This is an optimization exercise on Yosys and OpenROAD, whose aim is small area and few clock cycles, not a production implementation.
Only simulation tests tie the RTL to the original design; equivalence was not proved.
No activity file was given, so power comes from the tool's default toggle rates.

==> design/flow/design.v <==
module flash_ctrl (
    input  wire        clk,
    input  wire        rst,
    input  wire        start,
    input  wire [4:0]  op,
    input  wire [31:0] arg0,
    input  wire [31:0] arg1,
    input  wire [31:0] arg2,
    input  wire [31:0] arg3,
    output reg         busy,
    output reg         done,
    output wire        ok,
    output reg  [31:0] res_lo,
    output reg  [31:0] res_hi,
    output reg         bus_cs,
    output wire        bus_req,
    output reg  [7:0]  bus_tx,
    input  wire        bus_ack,
    input  wire [7:0]  bus_rx,
    output wire        ram_req,
    output wire        ram_we,
    output wire [31:0] ram_addr,
    output wire [7:0]  ram_wdata,
    input  wire        ram_ack,
    input  wire [7:0]  ram_rdata
);
    localparam [2:0] PH_INIT  = 3'd0;   
    localparam [2:0] PH_WR    = 3'd1;   
    localparam [2:0] PH_CMD   = 3'd2;   
    localparam [2:0] PH_POLL  = 3'd3;   
    localparam [2:0] PH_CSW   = 3'd4;   
    localparam [2:0] PH_BURST = 3'd5;   
    localparam [2:0] PH_VSET  = 3'd6;   
    localparam [2:0] FS_GAP = 3'd0;     
    localparam [2:0] FS_OPC = 3'd1;
    localparam [2:0] FS_A2  = 3'd2;
    localparam [2:0] FS_A1  = 3'd3;
    localparam [2:0] FS_A0  = 3'd4;
    localparam [2:0] FS_DAT = 3'd5;
    reg  [4:0]  op_q;
    reg  [2:0]  ph;
    reg  [2:0]  fs;
    reg  [3:0]  dc;         
    reg         identified;
    reg  [23:0] ra;
    reg  [31:0] rp;
    reg  [24:0] cnt;
    reg  [22:0] xb;
    wire [7:0]  pb = xb[7:0];
    wire [7:0]  qb = xb[15:8];
    reg         pbv, qbv;
    reg         first;      
    reg         wip;        
    reg         mism;       
    reg         match;      
    wire o_id    = (op_q == 5'd1) || (op_q == 5'd2);
    wire o_rdsr  = (op_q == 5'd3);
    wire o_prog  = (op_q == 5'd6) || (op_q == 5'd13);
    wire o_se    = (op_q == 5'd7);
    wire o_b32   = (op_q == 5'd8);
    wire o_b64   = (op_q == 5'd9);
    wire o_erng  = (op_q == 5'd14);
    wire o_ers   = o_se || o_b32 || o_b64 || o_erng;
    wire o_ce    = (op_q == 5'd10) || (op_q == 5'd15);
    wire o_read  = (op_q == 5'd12);
    wire o_cks   = (op_q == 5'd16);
    wire o_ver   = (op_q == 5'd17);
    wire o_gated = o_prog || o_ers || o_ce;
    wire o_valid = (op_q != 5'd0) && (op_q <= 5'd17);
    wire p_init  = (ph == PH_INIT);
    wire p_wr    = (ph == PH_WR);
    wire p_cmd   = (ph == PH_CMD);
    wire p_poll  = (ph == PH_POLL);
    wire p_csw   = (ph == PH_CSW);
    wire p_burst = (ph == PH_BURST);
    wire p_vset  = (ph == PH_VSET);
    wire f_gap = (fs == FS_GAP);
    wire f_opc = (fs == FS_OPC);
    wire f_a2  = (fs == FS_A2);
    wire f_a1  = (fs == FS_A1);
    wire f_a0  = (fs == FS_A0);
    wire f_dat = (fs == FS_DAT);
    reg [7:0] opcode;
    always @(*) begin
        case (ph)
            PH_WR:    opcode = 8'h06;
            PH_POLL:  opcode = 8'h05;
            PH_CSW,
            PH_BURST: opcode = 8'h03;
            default: begin
                case (op_q)
                    5'd1, 5'd2:   opcode = 8'h9F;
                    5'd3:         opcode = 8'h05;
                    5'd4:         opcode = 8'h06;
                    5'd5:         opcode = 8'h04;
                    5'd6, 5'd13:  opcode = 8'h02;
                    5'd7, 5'd14:  opcode = 8'h20;
                    5'd8:         opcode = 8'h52;
                    5'd9:         opcode = 8'hD8;
                    5'd11:        opcode = 8'hB9;
                    5'd12:        opcode = 8'h03;
                    default:      opcode = 8'hC7;    
                endcase
            end
        endcase
    end
    wire cnt_nz   = (cnt != 25'd0);
    wire has_addr = p_csw || p_burst || (p_cmd && (o_prog || o_ers || o_read));
    wire data_after_addr = !p_cmd || o_prog || (o_read && cnt_nz);
    wire data_after_opc  = p_poll || (p_cmd && (o_id || o_rdsr));
    wire a_sh12 = p_cmd && o_se;
    wire a_sh15 = p_cmd && o_b32;
    wire a_sh16 = p_cmd && o_b64;
    wire a_sec  = p_cmd && o_erng;
    wire a_plain = !(a_sh12 || a_sh15 || a_sh16 || p_burst);
    wire [7:0] tx_a2 = ({8{a_plain}} & ra[23:16]) | ({8{p_burst}} & res_lo[23:16]) |
                       ({8{a_sh12}} & ra[11:4]) | ({8{a_sh15}} & ra[8:1]) |
                       ({8{a_sh16}} & ra[7:0]);
    wire [7:0] tx_a1 = ({8{a_plain}} & {ra[15:12], ra[11:8] & {4{!a_sec}}}) |
                       ({8{p_burst}} & res_lo[15:8]) |
                       ({8{a_sh12}} & {ra[3:0], 4'h0}) | ({8{a_sh15}} & {ra[0], 7'h0});
    wire [7:0] tx_a0 = ({8{a_plain && !a_sec}} & {ra[7:2], p_csw ? 2'b01 : ra[1:0]}) |
                       ({8{p_burst}} & res_lo[7:0]);
    always @(*) begin
        case (fs)
            FS_OPC:  bus_tx = opcode;
            FS_A2:   bus_tx = tx_a2;
            FS_A1:   bus_tx = tx_a1;
            FS_A0:   bus_tx = tx_a0;
            default: bus_tx = (p_cmd && o_prog) ? pb : 8'hFF;
        endcase
    end
    wire dat_ok = o_prog ? (pbv || !p_cmd) : !qbv;
    assign bus_req = bus_cs && !f_gap && (!f_dat || dat_ok);
    wire cnt_gt_pbv = (cnt[24:1] != 24'd0) || (cnt[0] && !pbv);
    wire ram_prog = o_prog && !p_init && !qbv && cnt_gt_pbv;
    wire ram_rd   = o_read && pbv;
    wire ram_ver  = p_burst && !pbv && cnt_nz && !mism;
    assign ram_req   = busy && (ram_prog || ram_rd || ram_ver);
    assign ram_we    = o_read;
    assign ram_addr  = rp;
    assign ram_wdata = o_read ? pb : 8'h00;
    wire st       = start && !busy;
    wire bus_step = bus_req && bus_ack;
    wire ram_step = ram_req && ram_ack;
    wire dstep    = bus_step && f_dat;
    wire lane_in  = !(first && (dc[1:0] < ra[1:0])) && cnt_nz;
    wire csw_sum  = dstep && p_csw && lane_in;
    wire csw_end  = dstep && p_csw && (dc[1:0] == 2'd3);
    wire need_b  = dstep && p_burst && cnt_nz && !mism;
    wire have_r  = pbv || ram_step;
    wire have_b  = qbv || need_b;
    wire [7:0] cmp_r = pbv ? pb : ram_rdata;
    wire [7:0] cmp_b = qbv ? qb : bus_rx;
    wire do_cmp  = p_burst && have_r && have_b;
    wire cmp_eq  = (cmp_r == cmp_b);
    wire cmp_ok  = do_cmp && cmp_eq;
    wire [7:0]  add_b  = p_burst ? 8'd1 : bus_rx;
    wire [31:0] add_o;
    wire [32:0] add_c;
    assign add_c[0] = 1'b0;
    genvar ai;
    generate
        for (ai = 0; ai < 32; ai = ai + 1) begin : g_add
            if (ai < 8) begin : g_full
                assign add_o[ai]   = res_lo[ai] ^ add_b[ai] ^ add_c[ai];
                assign add_c[ai+1] = (res_lo[ai] & add_b[ai]) | (add_c[ai] & (res_lo[ai] ^ add_b[ai]));
            end else begin : g_half
                assign add_o[ai]   = res_lo[ai] ^ add_c[ai];
                assign add_c[ai+1] = res_lo[ai] & add_c[ai];
            end
        end
    endgenerate
    wire [7:0] id_exp = (dc[1:0] == 2'd0) ? 8'hEF : (dc[1:0] == 2'd1) ? 8'h40 : 8'h18;
    wire cnt_one = (cnt == 25'd1);
    reg dat_last;
    always @(*) begin
        case (ph)
            PH_CSW:   dat_last = (dc[1:0] == 2'd3);
            PH_BURST: dat_last = (dc == 4'd15);
            PH_POLL:  dat_last = 1'b1;
            default:  dat_last = o_id ? (dc[1:0] == 2'd2) :
                                 (o_prog || o_read) ? (cnt_one || (o_prog && ra[7:0] == 8'hFF)) :
                                 1'b1;
        endcase
    end
    wire cks_more = (cnt[24:2] != 23'd0) || (cnt[1:0] > ra[1:0]);
    wire [12:0] sg_c;
    assign sg_c[0] = 1'b0;
    genvar si;
    generate
        for (si = 0; si < 12; si = si + 1) begin : g_sg
            assign sg_c[si+1] = (ra[12+si] & !cnt[12+si]) | (sg_c[si] & !(ra[12+si] ^ cnt[12+si]));
        end
    endgenerate
    wire sec_gt   = sg_c[12];
    wire sec_ne   = (ra[23:12] != cnt[23:12]);
    wire xb_nz    = (xb != 23'd0);
    wire rej      = !o_valid || (o_gated && !identified);
    assign ok     = !rej && match;
    reg       g_go, g_fin, g_tob, g_sec;
    reg [2:0] g_ph;
    always @(*) begin
        g_go  = 1'b0;
        g_fin = 1'b0;
        g_tob = 1'b0;    
        g_sec = 1'b0;    
        g_ph  = ph;
        case (ph)
            PH_INIT: begin
                if (rej || (o_prog && !cnt_nz) || (o_erng && sec_gt)) begin
                    g_fin = 1'b1;
                end else if (o_gated) begin
                    g_go = 1'b1; g_ph = PH_WR;
                end else if (o_ver) begin
                    g_ph = PH_VSET;
                end else if (o_cks) begin
                    if (cnt_nz) begin
                        g_go = 1'b1; g_ph = PH_CSW;
                    end else if (o_ver && xb_nz) begin
                        g_go = 1'b1; g_ph = PH_BURST; g_tob = 1'b1;
                    end else begin
                        g_fin = 1'b1;
                    end
                end else begin
                    g_go = 1'b1; g_ph = PH_CMD;
                end
            end
            PH_WR: begin
                g_go = 1'b1; g_ph = PH_CMD;
            end
            PH_VSET: begin
                if (cnt_nz) begin
                    g_go = 1'b1; g_ph = PH_CSW;
                end else if (xb_nz) begin
                    g_go = 1'b1; g_ph = PH_BURST; g_tob = 1'b1;
                end else begin
                    g_fin = 1'b1;
                end
            end
            PH_CMD: begin
                if (o_gated) begin
                    g_go = 1'b1; g_ph = PH_POLL;
                end else if (!pbv) begin
                    g_fin = 1'b1;
                end
            end
            PH_POLL: begin
                if (wip) begin
                    g_go = 1'b1;
                end else if (o_prog && cnt_nz) begin
                    g_go = 1'b1; g_ph = PH_WR;
                end else if (o_erng && sec_ne) begin
                    g_go = 1'b1; g_ph = PH_WR; g_sec = 1'b1;
                end else begin
                    g_fin = 1'b1;
                end
            end
            PH_CSW: begin
                if (cks_more) begin
                    g_go = 1'b1;
                end else if (o_cks) begin
                    g_fin = 1'b1;
                end else begin
                    g_go = 1'b1; g_ph = PH_BURST; g_tob = 1'b1;
                end
            end
            default: begin   
                if (mism || !cnt_nz) begin
                    g_fin = 1'b1;
                end else if (!qbv) begin
                    g_go = 1'b1;
                end
            end
        endcase
    end
    wire gap = busy && f_gap;
    wire go  = gap && g_go;
    wire init_v = gap && p_init && o_ver;    
    wire fin = gap && g_fin;
    wire f_end = bus_step && ((f_opc && !has_addr && !data_after_opc) ||
                              (f_a0 && !data_after_addr) ||
                              (f_dat && dat_last));
    reg [2:0] fs_next;
    always @(*) begin
        case (fs)
            FS_OPC:  fs_next = has_addr ? FS_A2 : data_after_opc ? FS_DAT : FS_GAP;
            FS_A2:   fs_next = FS_A1;
            FS_A1:   fs_next = FS_A0;
            FS_A0:   fs_next = data_after_addr ? FS_DAT : FS_GAP;
            default: fs_next = dat_last ? FS_GAP : FS_DAT;
        endcase
    end
    wire op_v = (op == 5'd17);
    wire op_c = (op == 5'd16);
    wire [4:0]  lt_sum;
    wire [4:0]  lt_c;
    assign lt_c[0] = 1'b0;
    genvar li;
    generate
        for (li = 0; li < 4; li = li + 1) begin : g_lt
            assign lt_sum[li] = arg3[li] ^ arg3[li+4] ^ lt_c[li];
            if (li < 3) begin : g_c
                assign lt_c[li+1] = (arg3[li] & arg3[li+4]) | (lt_c[li] & (arg3[li] ^ arg3[li+4]));
            end
        end
        assign lt_sum[4] = (arg3[3] & arg3[7]) | (lt_c[3] & (arg3[3] ^ arg3[7]));
    endgenerate
    wire ra_p1  = dstep && p_cmd && o_prog;
    wire [3:0]  ra_lo4 = init_v ? res_lo[8:5] : {1'b0, csw_end, 1'b0, ra_p1};
    wire [23:0] ra_inc = {11'd0, g_sec, 8'd0, ra_lo4};
    wire [23:0] ra_add;
    wire [24:0] ra_c;
    assign ra_c[0] = 1'b0;
    genvar ri;
    generate
        for (ri = 0; ri < 24; ri = ri + 1) begin : g_ra
            assign ra_add[ri]  = ra[ri] ^ ra_inc[ri] ^ ra_c[ri];
            assign ra_c[ri+1]  = (ra[ri] & ra_inc[ri]) | (ra_c[ri] & (ra[ri] ^ ra_inc[ri]));
        end
    endgenerate
    wire ld_ra = st || ra_p1 || csw_end || (go && g_sec) || init_v;
    wire        swap   = go && g_tob;    
    wire        use_xb = init_v || swap;
    wire [24:0] sub_a  = use_xb ? {xb, 2'b00} : cnt;
    wire [4:0]  sub_b  = init_v ? res_lo[4:0] : {4'd0, !swap};
    wire [24:0] cnt_m1;
    wire [25:0] cnt_b;
    assign cnt_b[0] = 1'b0;
    genvar ci;
    generate
        for (ci = 0; ci < 25; ci = ci + 1) begin : g_dec
            if (ci < 5) begin : g_full
                assign cnt_m1[ci]  = sub_a[ci] ^ sub_b[ci] ^ cnt_b[ci];
                assign cnt_b[ci+1] = (!sub_a[ci] & sub_b[ci]) | (cnt_b[ci] & !(sub_a[ci] ^ sub_b[ci]));
            end else begin : g_half
                assign cnt_m1[ci]  = sub_a[ci] ^ cnt_b[ci];
                assign cnt_b[ci+1] = !sub_a[ci] & cnt_b[ci];
            end
        end
    endgenerate
    wire cnt_dec = (dstep && p_cmd && (o_prog || o_read)) || csw_sum || cmp_ok;
    wire ld_cnt  = st || cnt_dec || use_xb;
    wire [24:0] cnt_d = st ? arg1[24:0] : cnt_m1;
    wire rl_st   = st;
    wire rl_add  = csw_sum || cmp_ok || (dstep && p_cmd && o_rdsr);
    wire rl_id   = fin && p_cmd && o_id;
    wire rl_clr  = (fin && o_ver && !mism) || init_v;
    wire ld_rl   = rl_st || rl_add || rl_id || rl_clr || swap;
    wire [31:0] rl_d = ({32{rl_st && op_c}} & arg2) |
                       ({32{swap}} & res_hi) |
                       ({32{rl_add}} & add_o) |
                       {23'd0, {9{rl_st && op_v}} & {arg3[3:0], lt_sum}} |
                       ({32{rl_id && match}} & 32'h00EF4018);
    wire ld_rh  = st || swap || (fin && p_vset);
    wire [31:0] rh_d = ({32{st && op_v}} & arg0) | ({32{swap}} & res_lo);
    reg [7:0] pb_d, qb_d;
    reg       pbv_d, qbv_d;
    always @(*) begin : bufs
        reg push, pop;
        reg [7:0] din;
        pb_d  = pb;
        qb_d  = qb;
        pbv_d = pbv;
        qbv_d = qbv;
        push = o_prog ? ram_step : (dstep && p_cmd);
        pop  = o_prog ? (dstep && p_cmd) : ram_step;
        din  = o_prog ? ram_rdata : bus_rx;
        if (st) begin
            pbv_d = 1'b0;
            qbv_d = 1'b0;
        end else if (p_burst) begin
            if (do_cmp) begin
                pbv_d = 1'b0;
                qbv_d = 1'b0;
            end else begin
                if (ram_step) begin pb_d = ram_rdata; pbv_d = 1'b1; end
                if (need_b)   begin qb_d = bus_rx;    qbv_d = 1'b1; end
            end
        end else if (o_prog || o_read) begin
            if (push && pop) begin
                if (qbv) begin pb_d = qb; qb_d = din; end
                else     pb_d = din;
            end else if (pop) begin
                pb_d  = qb;
                pbv_d = qbv;
                qbv_d = 1'b0;
            end else if (push) begin
                if (!pbv) begin pb_d = din; pbv_d = 1'b1; end
                else      begin qb_d = din; qbv_d = 1'b1; end
            end
        end
    end
    wire [32:0] rp_c;
    wire [31:0] rp_inc;
    assign rp_c[0] = 1'b1;
    genvar gi;
    generate
        for (gi = 0; gi < 32; gi = gi + 1) begin : g_rpinc
            assign rp_inc[gi]  = rp[gi] ^ rp_c[gi];
            assign rp_c[gi+1]  = rp[gi] & rp_c[gi];
        end
    endgenerate
    always @(posedge clk) begin
        if (rst) begin
            busy       <= 1'b0;
            done       <= 1'b0;
            bus_cs     <= 1'b0;
            identified <= 1'b0;
        end else begin
            if (st) begin
                busy <= 1'b1;
                done <= 1'b0;
            end else if (fin) begin
                busy <= 1'b0;
                done <= 1'b1;
            end
            if (go)
                bus_cs <= 1'b1;
            else if (f_end)
                bus_cs <= 1'b0;
            if (rl_id)
                identified <= match;
        end
        if (st)       op_q <= op;
        if (st)       ph <= PH_INIT;
        else if (go || init_v) ph <= g_ph;
        if (st)            fs <= FS_GAP;
        else if (go)       fs <= FS_OPC;
        else if (bus_step) fs <= fs_next;
        if (go)         dc <= 4'd0;
        else if (dstep) dc <= dc + 4'd1;
        if (ld_ra)  ra  <= st ? arg0[23:0] : ra_add;
        if (st)     rp  <= op_v ? arg1 : arg2;
        else if (ram_step) rp <= rp_inc;
        if (ld_cnt) cnt <= cnt_d;
        xb  <= st ? arg2[22:0] : {xb[22:16], qb_d, pb_d};
        if (ld_rl)  res_lo <= rl_d;
        if (ld_rh)  res_hi <= rh_d;
        pbv <= pbv_d;
        qbv <= qbv_d;
        if (st)          first <= 1'b1;
        else if (csw_end) first <= 1'b0;
        if (dstep && p_poll) wip <= bus_rx[0];
        if (st)          mism <= 1'b0;
        else if (do_cmp && !cmp_eq) mism <= 1'b1;
        if (st)          match <= 1'b1;
        else if (dstep && p_cmd && o_id && bus_rx != id_exp) match <= 1'b0;
    end
endmodule
==> design/flow/standard.sh <==
#!/bin/bash
# synth_recipe.tcl (not shown) runs the flow's synth.tcl, then flattens the netlist and writes it again
# the make line also repeats each setting of config.mk as NAME=value (left out here)
make -C /OpenROAD-flow-scripts/flow DESIGN_CONFIG=/design/flow/config.mk WORK_HOME=/design/flow/orfs CLKGATE_MAP_FILE= SYNTH_SCRIPT=/design/flow/synth_recipe.tcl "${@:-finish}"
==> design/flow/constraint.sdc <==
create_clock -name core_clock -period 10.0 [get_ports {clk}]
set_input_delay 2.0000 -clock core_clock [delete_from_list [all_inputs] [get_ports {clk}]]
set_output_delay 2.0000 -clock core_clock [all_outputs]
set_load 0.01 [all_outputs]
==> design/flow/flow/run.sh <==
#!/bin/bash
# Layout flow: the standard flow (standard synthesis, floorplan, power
# grid, placement, CTS, routing) with these changes:
#  - port buffers use the smallest buffer cell instead of the default;
#  - clock tree synthesis uses smaller clock buffers and inserts no dummy loads.
set -euo pipefail
export BUFFER_PORTS_ARGS="-buffer_cell sky130_fd_sc_hd__buf_1"
export CTS_ARGS="-sink_clustering_enable -repair_clock_nets -dont_use_dummy_load -buf_list sky130_fd_sc_hd__clkbuf_4"
bash standard.sh finish > standard_flow.log 2>&1
==> design/flow/config.mk <==
export PLATFORM = sky130hd
export DESIGN_NAME = flash_ctrl
export DESIGN_NICKNAME = flash_ctrl
export VERILOG_FILES = /design/flow/design.v
export SDC_FILE = /design/flow/constraint.sdc
export NUM_CORES = 4
export LEC_CHECK = 0
export CAP_MARGIN = 20
export CORE_MARGIN = 2
export CORE_UTILIZATION = 40
export PLACE_DENSITY = 0.6
export SLEW_MARGIN = 20
==> results of run 1 <==
## layout make-up
class / instances / area, µm² / share of cell area
clock buffers: 55 / 412.9 / 0.02624
inverters: 60 / 225.2 / 0.01431
flip-flops and latches: 201 / 5766 / 0.3664
repair buffers: 274 / 1146 / 0.07283
diodes: 1 / 2.502 / 0.0001590
well taps: 455 / 569.3 / 0.03617
multi-input cells: 1061 / 7616 / 0.4839
## Yosys cell counts (19+ instances only)
library cell,number,area share
a21oi_1,82,0.029
a222oi_1,24,0.017
a22o_1,48,0.030
and2_1,19,0.0085
clkbuf_1,55,0.015
dfxtp_1,27,0.039
edfxtp_1,174,0.38
ha_1,117,0.11
inv_1,59,0.016
mux2i_1,80,0.058
nand2_1,208,0.056
nor2_1,106,0.029
nor3_1,20,0.0072
o21ai_0,81,0.029
## metrics by stage
step	instance area [µm²]	util	cells	worst slack, ns	hold slack (ns)
after CTS	15700	0.4567	2105	1.411	0.4681
final	15740	0.4578	2107	1.361	0.4634
after floorplan	13920	-	1404	1.355	0.4510
after global placement	15290	0.4447	2050	0.7093	0.4491
after detailed placement	15290	0.4447	2050	0.6483	0.4549
after global routing	15740	0.4578	2107	0.8295	0.4930
## power groups by stage
stage	sequential, mW	combinational [mW]	clock [mW]
after CTS	1.17	0.606	0.591
final	1.17	0.613	0.575
after detailed placement	1.19	0.603	0
after floorplan	1.13	0.384	0
after global placement	1.18	0.595	0
after global routing	1.18	0.678	0.624
## metal layers
layer / GRT usage / vias to the layer above / wire [µm]
li1: - / 5753 / -
met1: 0.3792 / 6055 / 21290
met2: 0.4375 / 713 / 23280
met3: 0.07232 / 131 / 5460
met4: 0.1252 / 0 / 2321
met5: 0 / - / 0
## flip-flops by register name, indices dropped and copies added (netlist names), 4 cells and up, named ones only
name	count
rp	32
op_q	5
res_hi	32
dc	4
ra	24
cnt	25
res_lo	32
xb	23
## kinds of logic (layout without fill, tap and decap cells)
group	Yosys count	count (layout)	share of synthesized area
other	0	1	0
adders and majority gates	135	135	0.1310
buffers and inverters	142	389	0.04304
and+or+nand+nor	466	466	0.1536
AOI/OAI and AO/OA	358	358	0.1865
xor gates and xnor gates	19	19	0.01195
DFF	201	201	0.4141
muxes	83	83	0.05993
## path summary, 6_finish.rpt
| check | startpoint | endpoint | slack [ns] | depth (start not counted) |
|---|---|---|---|---|
| max | bus_rx[0] | res_lo[31]$_DFFE_PP_ | 1.36 | 38 |
| min reg2reg | done$_SDFFE_PP0P_ | done$_SDFFE_PP0P_ | 0.46 | 1 |
| max reg2reg | ph[1]$_SDFFE_PP0P_ | res_lo[31]$_DFFE_PP_ | 1.74 | 42 |
| min | done$_SDFFE_PP0P_ | done$_SDFFE_PP0P_ | 0.46 | 1 |
==> impl_metrics.env, run 1 <==
export IMPL_rsz0062_at_grt="false"
export IMPL_tns_ns=0
export IMPL_cpLargestDelayFamily="adder cells"
export IMPL_fp_dieArea_mm2=0.03632
export IMPL_min_period_ns=8.639
export IMPL_crit_top_cell="ha_1"
export IMPL_syn_inst=1404
export IMPL_synth_edff_count=174
export IMPL_worstPathMaxFanout=2
export IMPL_max_freq_mhz=115.8
export IMPL_pwr_share_seq=0.497
export IMPL_nFillCells=3448
export IMPL_path_class="in -> reg"
export IMPL_avgSynthCellArea_um2=9.918
export IMPL_crit_arrival_ns=9.11
export IMPL_cts_sinks=201
export IMPL_viasPerCell=6.005
export IMPL_p_leak_nw=6.592
export IMPL_status="no timing/DRC/antenna violations"
export IMPL_grt_pass1_wl_um=76360
export IMPL_cts_tree="done"
export IMPL_mostFrequentLayoutCells="248 x buf_1, 207 x nand2_1, 174 x edfxtp_1, 117 x ha_1, 103 x nor2_1"
export IMPL_overflow=0
export IMPL_slowest_delay_ns=0.44
export IMPL_postCtsSetupRepairBufs=0
export IMPL_report_final_hold_viol_count=0
export IMPL_ys_flop_type="edfxtp_1"
export IMPL_routedWlPerCell_um=24.84
export IMPL_synth_seq_cells=201
export IMPL_clkTransAtPathRegs_ns=0.06
export IMPL_slew_viol_final=0
export IMPL_grt_pass1_vias=12090
export IMPL_worst_pin_slew_ns=1.159
export IMPL_p_per_area_mw_per_mm2=150.1
export IMPL_final_common_cell="buf_1"
export IMPL_setup_viol=0
export IMPL_postRouteAntennaNets=0
export IMPL_synthArstFlopShare=0
export IMPL_peakVddDrop_mv=0.08013
export IMPL_start_util=0.4051
export IMPL_cts_max_path_buffers=3
export IMPL_ys_warn_count=1
export IMPL_slew_headroom=0.2074
export IMPL_first_pass_iters=10
export IMPL_min_period_over_period=0.8639
export IMPL_grt_max_degree=98
export IMPL_power_mw=2.362
export IMPL_internal_power_mw=1.502
export IMPL_die_h_um=190.6
export IMPL_combPwrFrac=0.260
export IMPL_swShare=0.3642
export IMPL_cts_buffers=55
export IMPL_power_switching_uw=860.4
export IMPL_grt_usage=0.2848
export IMPL_crit_path_end_kind="flip-flop"
export IMPL_drtIter0Drc=1335
export IMPL_nNetsFinal=1942
export IMPL_drive_gt1_frac=0.07450
export IMPL_wirelength_um=52350
export IMPL_gp_congestion=0.9688
export IMPL_htree_levels=2
export IMPL_synth_cell_types=92
export IMPL_path_buf_inv=4
export IMPL_port_buffers=248
export IMPL_ctsHoldBuffers=0
export IMPL_cts_root_buf="clkbuf_4"
export IMPL_io_pins=273
export IMPL_syn_nets=1693
export IMPL_slowest_stage="fa_1"
export IMPL_worstSetupStartpointType="input pin"
export IMPL_cts_resized=0
export IMPL_syn_area_mm2=0.01392
export IMPL_vias=12652
export IMPL_coreArea_mm2=0.03437
export IMPL_drc=0
export IMPL_rows=68
export IMPL_skew_ns=0.08031
export IMPL_dp_hpwl_um=39190
export IMPL_p_clk_frac=0.243
export IMPL_hp_class="reg -> reg"
export IMPL_drv_cap=0
export IMPL_cp_required_ns=10.47
export IMPL_syn2layout_area_growth_pct=13.02
export IMPL_clock_latency_ns=0.73
export IMPL_die_w_um=190.6
export IMPL_ys_seq_area_frac=0.4141
export IMPL_antenna_found_initial=1
Testbench counts, summed over its fixed seeds: cycles 503,256.
==> inputs of run 2 (changes only) <==
--- a/design/flow/design.v
+++ b/design/flow/design.v
@@ -31,16 +31,10 @@
     localparam [2:0] PH_CSW   = 3'd4;   
     localparam [2:0] PH_BURST = 3'd5;   
     localparam [2:0] PH_VSET  = 3'd6;   
-    localparam [2:0] FS_GAP = 3'd0;     
-    localparam [2:0] FS_OPC = 3'd1;
-    localparam [2:0] FS_A2  = 3'd2;
-    localparam [2:0] FS_A1  = 3'd3;
-    localparam [2:0] FS_A0  = 3'd4;
-    localparam [2:0] FS_DAT = 3'd5;
+    localparam [2:0] PH_PDONE = 3'd7;   
     reg  [4:0]  op_q;
     reg  [2:0]  ph;
-    reg  [2:0]  fs;
-    reg  [3:0]  dc;         
+    reg  [4:0]  fp;
     reg         identified;
     reg  [23:0] ra;
     reg  [31:0] rp;
@@ -50,7 +44,6 @@
     wire [7:0]  qb = xb[15:8];
     reg         pbv, qbv;
     reg         first;      
-    reg         wip;        
     reg         mism;       
     reg         match;      
     wire o_id    = (op_q == 5'd1) || (op_q == 5'd2);
@@ -74,12 +67,10 @@
     wire p_csw   = (ph == PH_CSW);
     wire p_burst = (ph == PH_BURST);
     wire p_vset  = (ph == PH_VSET);
-    wire f_gap = (fs == FS_GAP);
-    wire f_opc = (fs == FS_OPC);
-    wire f_a2  = (fs == FS_A2);
-    wire f_a1  = (fs == FS_A1);
-    wire f_a0  = (fs == FS_A0);
-    wire f_dat = (fs == FS_DAT);
+    wire f_gap = !bus_cs;
+    wire f_opc = (fp == 5'd0);
+    wire f_a0  = (fp == 5'd3);
+    wire f_dat = (fp[4:2] != 3'd0);
     reg [7:0] opcode;
     always @(*) begin
         case (ph)
@@ -122,16 +113,16 @@
     wire [7:0] tx_a0 = ({8{a_plain && !a_sec}} & {ra[7:2], p_csw ? 2'b01 : ra[1:0]}) |
                        ({8{p_burst}} & res_lo[7:0]);
     always @(*) begin
-        case (fs)
-            FS_OPC:  bus_tx = opcode;
-            FS_A2:   bus_tx = tx_a2;
-            FS_A1:   bus_tx = tx_a1;
-            FS_A0:   bus_tx = tx_a0;
+        case (fp)
+            5'd0:    bus_tx = opcode;
+            5'd1:    bus_tx = tx_a2;
+            5'd2:    bus_tx = tx_a1;
+            5'd3:    bus_tx = tx_a0;
             default: bus_tx = (p_cmd && o_prog) ? pb : 8'hFF;
         endcase
     end
     wire dat_ok = o_prog ? (pbv || !p_cmd) : !qbv;
-    assign bus_req = bus_cs && !f_gap && (!f_dat || dat_ok);
+    assign bus_req = bus_cs && (!f_dat || dat_ok);
     wire cnt_gt_pbv = (cnt[24:1] != 24'd0) || (cnt[0] && !pbv);
     wire ram_prog = o_prog && !p_init && !qbv && cnt_gt_pbv;
     wire ram_rd   = o_read && pbv;
@@ -144,9 +135,9 @@
     wire bus_step = bus_req && bus_ack;
     wire ram_step = ram_req && ram_ack;
     wire dstep    = bus_step && f_dat;
-    wire lane_in  = !(first && (dc[1:0] < ra[1:0])) && cnt_nz;
+    wire lane_in  = !(first && (fp[1:0] < ra[1:0])) && cnt_nz;
     wire csw_sum  = dstep && p_csw && lane_in;
-    wire csw_end  = dstep && p_csw && (dc[1:0] == 2'd3);
+    wire csw_end  = dstep && p_csw && (fp[1:0] == 2'd3);
     wire need_b  = dstep && p_burst && cnt_nz && !mism;
     wire have_r  = pbv || ram_step;
     wire have_b  = qbv || need_b;
@@ -171,15 +162,15 @@
             end
         end
     endgenerate
-    wire [7:0] id_exp = (dc[1:0] == 2'd0) ? 8'hEF : (dc[1:0] == 2'd1) ? 8'h40 : 8'h18;
+    wire [7:0] id_exp = (fp[1:0] == 2'd0) ? 8'hEF : (fp[1:0] == 2'd1) ? 8'h40 : 8'h18;
     wire cnt_one = (cnt == 25'd1);
     reg dat_last;
     always @(*) begin
         case (ph)
-            PH_CSW:   dat_last = (dc[1:0] == 2'd3);
-            PH_BURST: dat_last = (dc == 4'd15);
+            PH_CSW:   dat_last = (fp[1:0] == 2'd3);
+            PH_BURST: dat_last = (fp == 5'd19);
             PH_POLL:  dat_last = 1'b1;
-            default:  dat_last = o_id ? (dc[1:0] == 2'd2) :
+            default:  dat_last = o_id ? (fp[1:0] == 2'd2) :
                                  (o_prog || o_read) ? (cnt_one || (o_prog && ra[7:0] == 8'hFF)) :
                                  1'b1;
         endcase
@@ -195,7 +186,6 @@
     endgenerate
     wire sec_gt   = sg_c[12];
     wire sec_ne   = (ra[23:12] != cnt[23:12]);
-    wire xb_nz    = (xb != 23'd0);
     wire rej      = !o_valid || (o_gated && !identified);
     assign ok     = !rej && match;
     reg       g_go, g_fin, g_tob, g_sec;
@@ -217,8 +207,6 @@
                 end else if (o_cks) begin
                     if (cnt_nz) begin
                         g_go = 1'b1; g_ph = PH_CSW;
-                    end else if (o_ver && xb_nz) begin
-                        g_go = 1'b1; g_ph = PH_BURST; g_tob = 1'b1;
                     end else begin
                         g_fin = 1'b1;
                     end
@@ -230,13 +218,9 @@
                 g_go = 1'b1; g_ph = PH_CMD;
             end
             PH_VSET: begin
-                if (cnt_nz) begin
-                    g_go = 1'b1; g_ph = PH_CSW;
-                end else if (xb_nz) begin
-                    g_go = 1'b1; g_ph = PH_BURST; g_tob = 1'b1;
-                end else begin
-                    g_fin = 1'b1;
-                end
+                g_go  = cnt_nz;
+                g_ph  = cnt_nz ? PH_CSW : PH_BURST;
+                g_tob = !cnt_nz;
             end
             PH_CMD: begin
                 if (o_gated) begin
@@ -246,9 +230,10 @@
                 end
             end
             PH_POLL: begin
-                if (wip) begin
-                    g_go = 1'b1;
-                end else if (o_prog && cnt_nz) begin
+                g_go = 1'b1;
+            end
+            PH_PDONE: begin
+                if (o_prog && cnt_nz) begin
                     g_go = 1'b1; g_ph = PH_WR;
                 end else if (o_erng && sec_ne) begin
                     g_go = 1'b1; g_ph = PH_WR; g_sec = 1'b1;
@@ -281,16 +266,8 @@
     wire f_end = bus_step && ((f_opc && !has_addr && !data_after_opc) ||
                               (f_a0 && !data_after_addr) ||
                               (f_dat && dat_last));
-    reg [2:0] fs_next;
-    always @(*) begin
-        case (fs)
-            FS_OPC:  fs_next = has_addr ? FS_A2 : data_after_opc ? FS_DAT : FS_GAP;
-            FS_A2:   fs_next = FS_A1;
-            FS_A1:   fs_next = FS_A0;
-            FS_A0:   fs_next = data_after_addr ? FS_DAT : FS_GAP;
-            default: fs_next = dat_last ? FS_GAP : FS_DAT;
-        endcase
-    end
+    wire fp_hold = f_dat && p_cmd && (o_prog || o_read);
+    wire [4:0] fp_next = (f_opc && !has_addr) ? 5'd4 : fp + {4'd0, !fp_hold};
     wire op_v = (op == 5'd17);
     wire op_c = (op == 5'd16);
     wire [4:0]  lt_sum;
@@ -320,7 +297,7 @@
         end
     endgenerate
     wire ld_ra = st || ra_p1 || csw_end || (go && g_sec) || init_v;
-    wire        swap   = go && g_tob;    
+    wire        swap   = gap && g_tob;   
     wire        use_xb = init_v || swap;
     wire [24:0] sub_a  = use_xb ? {xb, 2'b00} : cnt;
     wire [4:0]  sub_b  = init_v ? res_lo[4:0] : {4'd0, !swap};
@@ -352,7 +329,7 @@
                        ({32{rl_add}} & add_o) |
                        {23'd0, {9{rl_st && op_v}} & {arg3[3:0], lt_sum}} |
                        ({32{rl_id && match}} & 32'h00EF4018);
-    wire ld_rh  = st || swap || (fin && p_vset);
+    wire ld_rh  = st || swap;
     wire [31:0] rh_d = ({32{st && op_v}} & arg0) | ({32{swap}} & res_lo);
     reg [7:0] pb_d, qb_d;
     reg       pbv_d, qbv_d;
@@ -424,12 +401,10 @@
         end
         if (st)       op_q <= op;
         if (st)       ph <= PH_INIT;
-        else if (go || init_v) ph <= g_ph;
-        if (st)            fs <= FS_GAP;
-        else if (go)       fs <= FS_OPC;
-        else if (bus_step) fs <= fs_next;
-        if (go)         dc <= 4'd0;
-        else if (dstep) dc <= dc + 4'd1;
+        else if (go || init_v || swap) ph <= g_ph;
+        else if (dstep && p_poll && !bus_rx[0]) ph <= PH_PDONE;
+        if (go)            fp <= 5'd0;
+        else if (bus_step) fp <= fp_next;
         if (ld_ra)  ra  <= st ? arg0[23:0] : ra_add;
         if (st)     rp  <= op_v ? arg1 : arg2;
         else if (ram_step) rp <= rp_inc;
@@ -441,7 +416,6 @@
         qbv <= qbv_d;
         if (st)          first <= 1'b1;
         else if (csw_end) first <= 1'b0;
-        if (dstep && p_poll) wip <= bus_rx[0];
         if (st)          mism <= 1'b0;
         else if (do_cmp && !cmp_eq) mism <= 1'b1;
         if (st)          match <= 1'b1;
==> design/flow/flow/run.sh (replaced) <==
#!/bin/bash
# Layout flow: the standard flow (standard synthesis, floorplan, power
# grid, placement, CTS, routing) with these changes:
#  - port buffers use the smallest buffer cell instead of the default;
#  - clock tree synthesis uses clkbuf_8 clock buffers and inserts no dummy
#    loads.
set -euo pipefail
export BUFFER_PORTS_ARGS="-buffer_cell sky130_fd_sc_hd__buf_1"
export CTS_ARGS="-sink_clustering_enable -repair_clock_nets -dont_use_dummy_load -buf_list sky130_fd_sc_hd__clkbuf_8"
bash standard.sh finish > standard_flow.log 2>&1
--- a/design/flow/config.mk
+++ b/design/flow/config.mk
@@ -5,8 +5,8 @@
 export SDC_FILE = /design/flow/constraint.sdc
 export NUM_CORES = 4
 export LEC_CHECK = 0
-export CAP_MARGIN = 20
+export CAP_MARGIN = 0
 export CORE_MARGIN = 2
 export CORE_UTILIZATION = 40
 export PLACE_DENSITY = 0.6
-export SLEW_MARGIN = 20
+export SLEW_MARGIN = 0
==> impl_metrics.env, run 2 <==
export IMPL_grt_pass1_wl_um=72090
export IMPL_io_pins=273
export IMPL_wirelength_um=49810
export IMPL_overflow=0
export IMPL_coreArea_mm2=0.03370
export IMPL_port_buffers=248
export IMPL_routedWlPerCell_um=24.19
export IMPL_slowest_delay_ns=0.45
export IMPL_dp_hpwl_um=37900
export IMPL_clkTransAtPathRegs_ns=0.11
export IMPL_drive_gt1_frac=0.04975
export IMPL_worstPathMaxFanout=2
export IMPL_vias=12366
export IMPL_reg_top3="res_hi x32, res_lo x32, rp x32"
export IMPL_synthTopCellsByCount="191 x nand2_1, 173 x edfxtp_1, 115 x ha_1"
export IMPL_postRouteAntennaNets=0
export IMPL_cts_tree="done"
export IMPL_cp_required_ns=10.25
export IMPL_slew_headroom=0.2325
export IMPL_syn_nets=1693
export IMPL_peakVddDrop_mv=0.1012
export IMPL_max_freq_mhz=115.6
export IMPL_drtIter0Drc=1408
export IMPL_viasPerCell=6.006
export IMPL_drv_cap=0
export IMPL_ctsHoldBuffers=0
export IMPL_slowest_stage="fa_1"
export IMPL_final_cells=2059
export IMPL_syn2layout_area_growth_pct=11.74
export IMPL_grt_max_degree=65
export IMPL_skew_ns=0.03563
export IMPL_status="no timing/DRC/antenna violations"
export IMPL_grt_pass1_vias=11484
export IMPL_ys_warn_count=1
export IMPL_rsz0062_at_grt="false"
export IMPL_cts_buffers=17
export IMPL_yosysMostFrequentCell="nand2_1"
export IMPL_cts_max_path_buffers=2
export IMPL_die_w_um=189.6
export IMPL_p_leak_nw=6.223
export IMPL_avgSynthCellArea_um2=9.796
export IMPL_hold_ws_ns=0.4672
export IMPL_nNetsFinal=1897
export IMPL_p_per_area_mw_per_mm2=150.6
export IMPL_htree_levels=4
export IMPL_grt_usage=0.2714
export IMPL_first_pass_iters=7
export IMPL_hp_class="reg -> reg"
export IMPL_min_period_over_period=0.8653
export IMPL_antenna_found_initial=2
export IMPL_ys_flop_type="edfxtp_1"
export IMPL_crit_top_cell="ha_1"
export IMPL_ys_seq_area_frac=0.4135
export IMPL_synthArstFlopShare=0
export IMPL_synth_largest_area_cell="edfxtp_1"
export IMPL_postCtsSetupRepairBufs=0
export IMPL_fp_dieArea_mm2=0.03593
export IMPL_cts_sinks=198
export IMPL_slew_viol_final=0
export IMPL_syn_area_mm2=0.01377
export IMPL_synth_edff_count=173
export IMPL_crit_path_end_kind="flip-flop"
export IMPL_path_class="in -> reg"
export IMPL_drc=0
export IMPL_syn_inst=1406
export IMPL_rows=67
export IMPL_gp_congestion=1.011
export IMPL_cts_root_buf="clkbuf_8"
export IMPL_start_util=0.4087
export IMPL_synth_area_leaders="edfxtp_1 38%, ha_1 10%, mux2i_1 5.5%"
export IMPL_power_mw=2.317
export IMPL_min_period_ns=8.653
export IMPL_worstSetupStartpointType="input pin"
export IMPL_synth_seq_cells=198
export IMPL_synth_top_area_share=0.3772
export IMPL_dpl_cell_count=2039
export IMPL_worst_pin_slew_ns=1.151
export IMPL_die_h_um=189.6
export IMPL_final_common_cell="buf_1"
export IMPL_cts_resized=0
export IMPL_crit_arrival_ns=8.90
export IMPL_tns_ns=0
export IMPL_setup_viol=0
export IMPL_clock_latency_ns=0.51
export IMPL_mostFrequentLayoutCells="248 x buf_1, 190 x nand2_1, 173 x edfxtp_1, 115 x ha_1, 107 x nor2_1"
export IMPL_synth_cell_types=86
export IMPL_report_final_hold_viol_count=0
## run 2: cell count changes in the layout (fill, tap and decap cells not counted), moves of 7 or more
cell and change:
o21ai_1 +15, a22oi_1 +45, a221oi_2 -8, a21oi_1 -7, a222oi_1 -11, nand2_1 -17
clkbuf_8 +17, nor4_1 -9, inv_1 +13, a22o_1 -15, o211ai_2 +9, clkbuf_4 -55
a221o_1 -9
## run 2: per-layer routing
layer	vias to the layer above	track usage	routed length [µm]
met5	-	0	23
met4	4	0.09720	1471
met3	82	0.07489	5638
met2	656	0.4022	21480
met1	5991	0.3798	21200
li1	5633	-	-
## run 2: cells by family after synthesis
group,count (synthesis),share of synthesized area
and+or+nand+nor,430,0.1451
AOI/OAI and AO/OA,391,0.1962
DFF,198,0.4135
buffers and inverters,161,0.04688
adders and majority gates,134,0.1314
muxes,80,0.05932
xor gates and xnor gates,12,0.007631
## run 2: worst max-delay path, delay by kind of cell
family | cells | cell delay [ns]
and+or+nand+nor | 1 | 0.15
AOI/OAI and AO/OA | 1 | 0.09
buffers and inverters | 3 | 0.35
adders and majority gates | 31 | 6.22
xor gates and xnor gates | 1 | 0.11
## run 2: power by group
group          switching [mW]  internal, mW
clock                   0.266         0.151
combinational           0.483         0.248
sequential              0.130          1.04
total                   0.879          1.44
## run 2: area by class of cell
cell class	count	area [µm²]
fill	3348	18310
multi-input combinational	1047	7500
sequential	198	5695
timing repair buffer	273	1119
tap	448	560.5
inverter	73	274.0
clock buffer	17	234.0
antenna	3	7.507
## run 2: final timing paths
| path | start | to | slack [ns] | cells past startpoint |
|---|---|---|---|---|
| setup / recovery | bus_rx[0] | res_lo[31]$_DFFE_PP_ | 1.35 | 37 |
| hold / removal | first$_SDFFE_PP1P_ | first$_SDFFE_PP1P_ | 0.47 | 2 |
| setup reg to reg | cnt[6]$_DFFE_PP_ | cnt[24]$_DFFE_PP_ | 1.56 | 34 |
| hold reg to reg | first$_SDFFE_PP1P_ | first$_SDFFE_PP1P_ | 0.47 | 2 |
## run 2: metrics by stage
stage | util | setup WS [ns] | area, µm²
6_report | 0.4567 | 1.347 | 15390
5_1_grt | 0.4564 | 0.9373 | 15380
4_1_cts | 0.4564 | 1.356 | 15380
3_5_place_dp | 0.4495 | 0.7754 | 15150
3_3_place_gp | 0.4495 | 0.9137 | 15150
2_1_floorplan | - | 1.585 | 13770
Testbench counts of run 2, summed over its fixed seeds: cycles 503,256.
==> inputs of run 3 (changes only) <==
--- a/design/flow/config.mk
+++ b/design/flow/config.mk
@@ -5,8 +5,8 @@
 export SDC_FILE = /design/flow/constraint.sdc
 export NUM_CORES = 4
 export LEC_CHECK = 0
-export CAP_MARGIN = 0
+export CAP_MARGIN = 20
 export CORE_MARGIN = 2
 export CORE_UTILIZATION = 40
 export PLACE_DENSITY = 0.6
-export SLEW_MARGIN = 0
+export SLEW_MARGIN = 20
==> impl_metrics.env, run 3 <==
export IMPL_synth_xor_xnor_area_share=0.007631
export IMPL_worstSetupStartpointType="input pin"
export IMPL_top_layer_used="met5"
export IMPL_muxShareOfSynthArea=0.05932
export IMPL_synth_area_leaders="edfxtp_1 38%, ha_1 10%, mux2i_1 5.5%"
export IMPL_cts_max_path_buffers=2
export IMPL_hold_ws_ns=0.4646
export IMPL_cts_tree="done"
export IMPL_viasPerCell=6.026
export IMPL_crit_arrival_ns=8.92
export IMPL_synth_fa_ha_area_frac=0.1314
export IMPL_slowest_stage="fa_1"
export IMPL_drv_cap=0
export IMPL_reg2reg_depth=34
export IMPL_postRouteAntennaNets=0
export IMPL_fp_dieArea_mm2=0.03593
export IMPL_cp_required_ns=10.25
export IMPL_first_pass_iters=7
export IMPL_io_pins=273
export IMPL_synth_simple_area_share=0.1451
export IMPL_cts_buffers=17
export IMPL_grt_pass1_wl_um=72090
export IMPL_hp_class="reg -> reg"
export IMPL_rows=67
export IMPL_syn_inst=1406
export IMPL_met1Wirelength_um=20920
export IMPL_ctsHoldBuffers=0
export IMPL_reg_top3="res_hi x32, res_lo x32, rp x32"
export IMPL_slew_headroom=0.2486
export IMPL_coreArea_mm2=0.03370
export IMPL_placed_area_mm2=0.01515
export IMPL_final_common_cell="buf_1"
export IMPL_path_class="in -> reg"
export IMPL_rsz0062_at_grt="false"
export IMPL_worstPathMaxFanout=2
export IMPL_p_leak_nw=6.222
export IMPL_drive_gt1_frac=0.05037
export IMPL_slowest_delay_ns=0.45
export IMPL_synth_seq_cells=198
export IMPL_wirelength_um=49800
export IMPL_min_period_ns=8.670
export IMPL_routedWlPerCell_um=24.21
export IMPL_synthTopCellsByCount="191 x nand2_1, 173 x edfxtp_1, 115 x ha_1"
export IMPL_peakVddDrop_mv=0.1017
export IMPL_mostFrequentLayoutCells="248 x buf_1, 190 x nand2_1, 173 x edfxtp_1, 115 x ha_1, 107 x nor2_1"
export IMPL_syn2layout_area_growth_pct=11.71
export IMPL_overflow=0
export IMPL_slew_viol_final=0
export IMPL_antenna_found_initial=2
export IMPL_drtIter0Drc=1504
export IMPL_ys_warn_count=1
export IMPL_cts_root_buf="clkbuf_8"
export IMPL_synth_edff_count=173
export IMPL_nNetsFinal=1897
export IMPL_hold_depth=2
export IMPL_synth_compound_area_frac=0.1962
export IMPL_status="no timing/DRC/antenna violations"
export IMPL_tns_ns=0
export IMPL_worst_pin_slew_ns=1.124
export IMPL_synth_cell_types=86
export IMPL_synth_top_family_by_area="compound AO/OA/AOI/OAI gates"
export IMPL_max_freq_mhz=115.3
export IMPL_crit_top_cell="ha_1"
export IMPL_synthArstFlopShare=0
export IMPL_grt_max_degree=65
export IMPL_postCtsSetupRepairBufs=0
export IMPL_syn_area_mm2=0.01377
export IMPL_dp_hpwl_um=37900
export IMPL_avgSynthCellArea_um2=9.796
export IMPL_syn_nets=1693
export IMPL_min_period_over_period=0.8670
export IMPL_drc=0
export IMPL_met3_length_um=5971
export IMPL_ys_flop_type="edfxtp_1"
export IMPL_setup_viol=0
export IMPL_start_util=0.4087
export IMPL_gp_congestion=1.011
export IMPL_report_final_hold_viol_count=0
export IMPL_cts_sinks=198
export IMPL_htree_levels=4
export IMPL_synth_largest_area_cell="edfxtp_1"
export IMPL_clkTransAtPathRegs_ns=0.11
export IMPL_skew_ns=0.03487
export IMPL_clock_latency_ns=0.51
export IMPL_grt_usage=0.2714
export IMPL_postLayoutCellArea_mm2=0.01539
export IMPL_vias=12395
export IMPL_synth_top_area_share=0.3772
export IMPL_crit_path_end_kind="flip-flop"
export IMPL_p_per_area_mw_per_mm2=150.5
export IMPL_die_h_um=189.6
export IMPL_yosysMostFrequentCell="nand2_1"
export IMPL_die_w_um=189.6
export IMPL_ys_seq_area_frac=0.4135
export IMPL_port_buffers=248
export IMPL_wl_met2_um=21430
export IMPL_cts_resized=0
export IMPL_grt_pass1_vias=11484
## run 3: cell families after synthesis
group                      after synthesis
AOI/OAI and AO/OA                      391
xor gates and xnor gates                12
adders and majority gates              134
buffers and inverters                  161
DFF                                    198
muxes                                   80
and+or+nand+nor                        430
## run 3: final cells by class
class | instances | area (µm²)
antenna | 1 | 2.502
timing repair buffer | 273 | 1119
tap | 448 | 560.5
fill | 3350 | 18310
sequential | 198 | 5695
inverter | 73 | 274.0
multi-input combinational | 1047 | 7501
clock buffer | 17 | 234.0
## run 3: per-stage QoR
stage                     setup WS (ns)  instances    util  total power, mW
after floorplan                   1.585       1406       -            1.595
after global placement           0.9137       2039  0.4495            1.891
after detailed placement         0.7754       2039  0.4495            1.903
after CTS                         1.356       2056  0.4564            2.315
after global routing             0.9373       2056  0.4565            2.436
final                             1.330       2057  0.4566            2.316
## run 3: critical path: cells and delay by family
family | cells | cell delay, ns
fa+ha+maj | 31 | 6.23
buf+inv | 3 | 0.35
simple gates | 1 | 0.15
xor+xnor | 1 | 0.11
compound gates | 1 | 0.09
## run 3: per-layer routing
| layer | vias up | track usage |
|---|---|---|
| li1 | 5631 | - |
| met1 | 5958 | 0.3798 |
| met2 | 721 | 0.4022 |
| met3 | 81 | 0.07489 |
| met4 | 4 | 0.09720 |
| met5 | - | 0 |
## run 3: worst paths after layout
kind | start | to | slack, ns
max | bus_rx[0] | res_lo[31]$_DFFE_PP_ | 1.33
min | first$_SDFFE_PP1P_ | first$_SDFFE_PP1P_ | 0.46
max reg2reg | cnt[6]$_DFFE_PP_ | cnt[24]$_DFFE_PP_ | 1.55
min reg2reg | first$_SDFFE_PP1P_ | first$_SDFFE_PP1P_ | 0.46
## run 3: power by group
part | internal [mW] | switching (mW)
Combinational | 0.248 | 0.484
Sequential | 1.04 | 0.129
Clock | 0.151 | 0.266
Total | 1.44 | 0.878
==> inputs of run 4 (changes only) <==
==> design/flow/flow/run.sh (replaced) <==
#!/bin/bash
# Layout flow: the standard flow (standard synthesis, floorplan, power
# grid, placement, CTS, routing) with these changes:
#  - port buffers use the smallest buffer cell instead of the default;
#  - clock tree synthesis inserts no dummy loads.
set -euo pipefail
export BUFFER_PORTS_ARGS="-buffer_cell sky130_fd_sc_hd__buf_1"
export CTS_ARGS="-sink_clustering_enable -repair_clock_nets -dont_use_dummy_load"
bash standard.sh finish > standard_flow.log 2>&1
==> impl_metrics.env, run 4 <==
export IMPL_syn2layout_area_growth_pct=13.10
export IMPL_cts_sinks=198
export IMPL_p_leak_nw=6.309
export IMPL_slowest_stage="fa_1"
export IMPL_cts_max_path_buffers=2
export IMPL_cts_root_buf="clkbuf_16"
export IMPL_slew_viol_final=0
export IMPL_die_w_um=189.6
export IMPL_io_pins=273
export IMPL_hp_class="reg -> reg"
export IMPL_first_pass_iters=7
export IMPL_synth_edff_count=173
export IMPL_slew_headroom=0.2462
export IMPL_tns_ns=0
export IMPL_placed_area_mm2=0.01515
export IMPL_drc=0
export IMPL_worstPathMaxFanout=2
export IMPL_syn_area_mm2=0.01377
export IMPL_cts_tree="done"
export IMPL_path_buf_inv=3
export IMPL_syn_inst=1406
export IMPL_coreArea_mm2=0.03370
export IMPL_setup_viol=0
export IMPL_grt_max_degree=65
export IMPL_synth_seq_cells=198
export IMPL_synth_largest_area_cell="edfxtp_1"
export IMPL_postRouteAntennaNets=0
export IMPL_path_class="in -> reg"
export IMPL_worst_pin_slew_ns=1.125
export IMPL_drtIter0Drc=1645
export IMPL_ys_flop_type="edfxtp_1"
export IMPL_synthTopCellsByCount="191 x nand2_1, 173 x edfxtp_1, 115 x ha_1"
export IMPL_slowest_delay_ns=0.45
export IMPL_nNetsFinal=1897
export IMPL_grt_usage=0.2720
export IMPL_vias=12419
export IMPL_ys_seq_area_frac=0.4135
export IMPL_avgSynthCellArea_um2=9.796
export IMPL_cts_buffers=17
export IMPL_gp_congestion=1.011
export IMPL_worstSetupStartpointType="input pin"
export IMPL_p_per_area_mw_per_mm2=159.5
export IMPL_reg_top3="res_hi x32, res_lo x32, rp x32"
export IMPL_postLayoutCellArea_mm2=0.01558
export IMPL_mostFrequentLayoutCells="248 x buf_1, 190 x nand2_1, 173 x edfxtp_1, 115 x ha_1, 107 x nor2_1"
export IMPL_status="no timing/DRC/antenna violations"
export IMPL_htree_levels=4
export IMPL_drive_gt1_frac=0.05037
export IMPL_fp_dieArea_mm2=0.03593
export IMPL_die_h_um=189.6
export IMPL_skew_ns=0.02584
export IMPL_yosysMostFrequentCell="nand2_1"
export IMPL_ctsHoldBuffers=0
export IMPL_crit_path_end_kind="flip-flop"
export IMPL_wirelength_um=49810
export IMPL_min_period_ns=8.743
export IMPL_crit_top_cell="ha_1"
export IMPL_final_cells=2057
export IMPL_routedWlPerCell_um=24.21
export IMPL_viasPerCell=6.037
export IMPL_synth_area_leaders="edfxtp_1 38%, ha_1 10%, mux2i_1 5.5%"
export IMPL_cp_required_ns=10.18
export IMPL_postCtsSetupRepairBufs=0
export IMPL_syn_nets=1693
export IMPL_clock_latency_ns=0.45
export IMPL_peakVddDrop_mv=0.1293
export IMPL_final_common_cell="buf_1"
export IMPL_grt_pass1_wl_um=72550
export IMPL_synth_top_area_share=0.3772
export IMPL_final_setup_worst_slack_ns=1.257
export IMPL_antenna_found_initial=3
export IMPL_crit_arrival_ns=8.93
export IMPL_dpl_cell_count=2039
export IMPL_synth_cell_types=86
export IMPL_hold_ws_ns=0.4610
export IMPL_min_period_over_period=0.8743
export IMPL_drv_cap=0
export IMPL_ys_warn_count=1
export IMPL_overflow=0
export IMPL_report_final_hold_viol_count=0
export IMPL_grt_pass1_vias=11555
export IMPL_start_util=0.4087
export IMPL_max_freq_mhz=114.4
export IMPL_port_buffers=248
export IMPL_cts_resized=0
export IMPL_synthArstFlopShare=0
export IMPL_clkTransAtPathRegs_ns=0.08
export IMPL_dp_slack_ns=0.7754
export IMPL_cpLargestDelayFamily="adder cells"
export IMPL_dp_hpwl_um=37900
export IMPL_rsz0062_at_grt="false"
export IMPL_rows=67
==> run 4: cell count changes in the layout (fill, tap and decap cells not counted) <==
cell	before	now
clkbuf_16	0	17
clkbuf_8	17	0
==> run 4: routing by layer <==
metal | global-route usage | part of all wire | vias to the layer above
met5 | 0.001374 | 0.00046 | -
met2 | 0.3998 | 0.42 | 682
met1 | 0.3872 | 0.43 | 5997
met4 | 0.1035 | 0.034 | 4
li1 | - | - | 5644
met3 | 0.06530 | 0.11 | 92
==> run 4: report_power, final <==
part	internal [mW]	leakage, nW	switching [mW]
combinational	0.248	4.21	0.485
sequential	1.04	1.89	0.129
clock	0.297	0.209	0.286
==> run 4: final cells by class <==
cell class | count | area, µm²
well taps | 448 | 560.5
fillers | 3331 | 18120
flip-flops and latches | 198 | 5695
diodes | 1 | 2.502
clock buffers | 17 | 425.4
multi-input cells | 1047 | 7501
inverters | 73 | 274.0
repair buffers | 273 | 1119
==> run 4: tightest hold or removal path: stages (launching register included) <==
cell and delay [ns]:
dfxtp_1 0.32, nand2_1 0.05, nand2_1 0.05
==> run 4: cell families (layout without fill, tap and decap cells) <==
family	count (synthesis)	after routing	synth area share
and+or+nand+nor	430	430	0.1451
AOI/OAI and AO/OA	391	391	0.1962
DFF	198	198	0.4135
buffers and inverters	161	363	0.04688
adders and majority gates	134	134	0.1314
muxes	80	80	0.05932
xor gates and xnor gates	12	12	0.007631
other	0	1	0
==> run 4: through the flow <==
step | power [mW] | util
finish | 2.485 | 0.4622
global route | 2.604 | 0.4622
CTS | 2.483 | 0.4621
detailed placement | 1.903 | 0.4495
global placement | 1.891 | 0.4495
floorplan | 1.595 | -
==> run 4: path summary, 6_finish.rpt <==
kind / slack (ns) / to / cells past startpoint / startpoint
worst max-delay path: 1.26 / res_lo[31]$_DFFE_PP_ / 37 / bus_rx[0]
worst max register to register: 1.57 / cnt[24]$_DFFE_PP_ / 36 / ra[1]$_DFFE_PP_
worst min register to register: 0.46 / first$_SDFFE_PP1P_ / 2 / first$_SDFFE_PP1P_
worst min-delay path: 0.46 / first$_SDFFE_PP1P_ / 2 / first$_SDFFE_PP1P_

[re-timing with driven ports]
The results above use ideal ports. As a check the final layouts listed here were re-extracted and re-timed, cells and wires unchanged.
Step 1 assumes that a clkbuf_16 drives the clock port and a buf_2 every other input.
Step 2 moves the port delays by t, midway between the first and last clock arrival at a register: inputs arrive t later, outputs are due t later. That takes back most of the time a late clock gives input paths.
Slacks: no drivers / after step 1 / after step 2; pairs: no drivers / after step 1.
| run | t, ns | setup WS [ns] | clock arrival spread, ns | worst data-port slew with drivers (ns) | cell pins on the clock port's net |
|---|---|---|---|---|---|
| run 1 | 0.735 | 1.361 / 1.374 / 0.639 | 0.083 / 0.082 | 0.06 | 1 |
| run 2 | 0.536 | 1.347 / 1.352 / 0.816 | 0.036 / 0.035 | 0.07 | 1 |
| run 3 | 0.536 | 1.330 / 1.339 / 0.803 | 0.035 / 0.035 | 0.07 | 1 |
| run 4 | 0.490 | 1.257 / 1.272 / 0.782 | 0.025 / 0.025 | 0.07 | 1 |
After both steps every run listed still meets setup and hold. The setup slack of run 1, which loses most, moves by +0.013 ns with the drivers and by -0.722 ns with both steps.
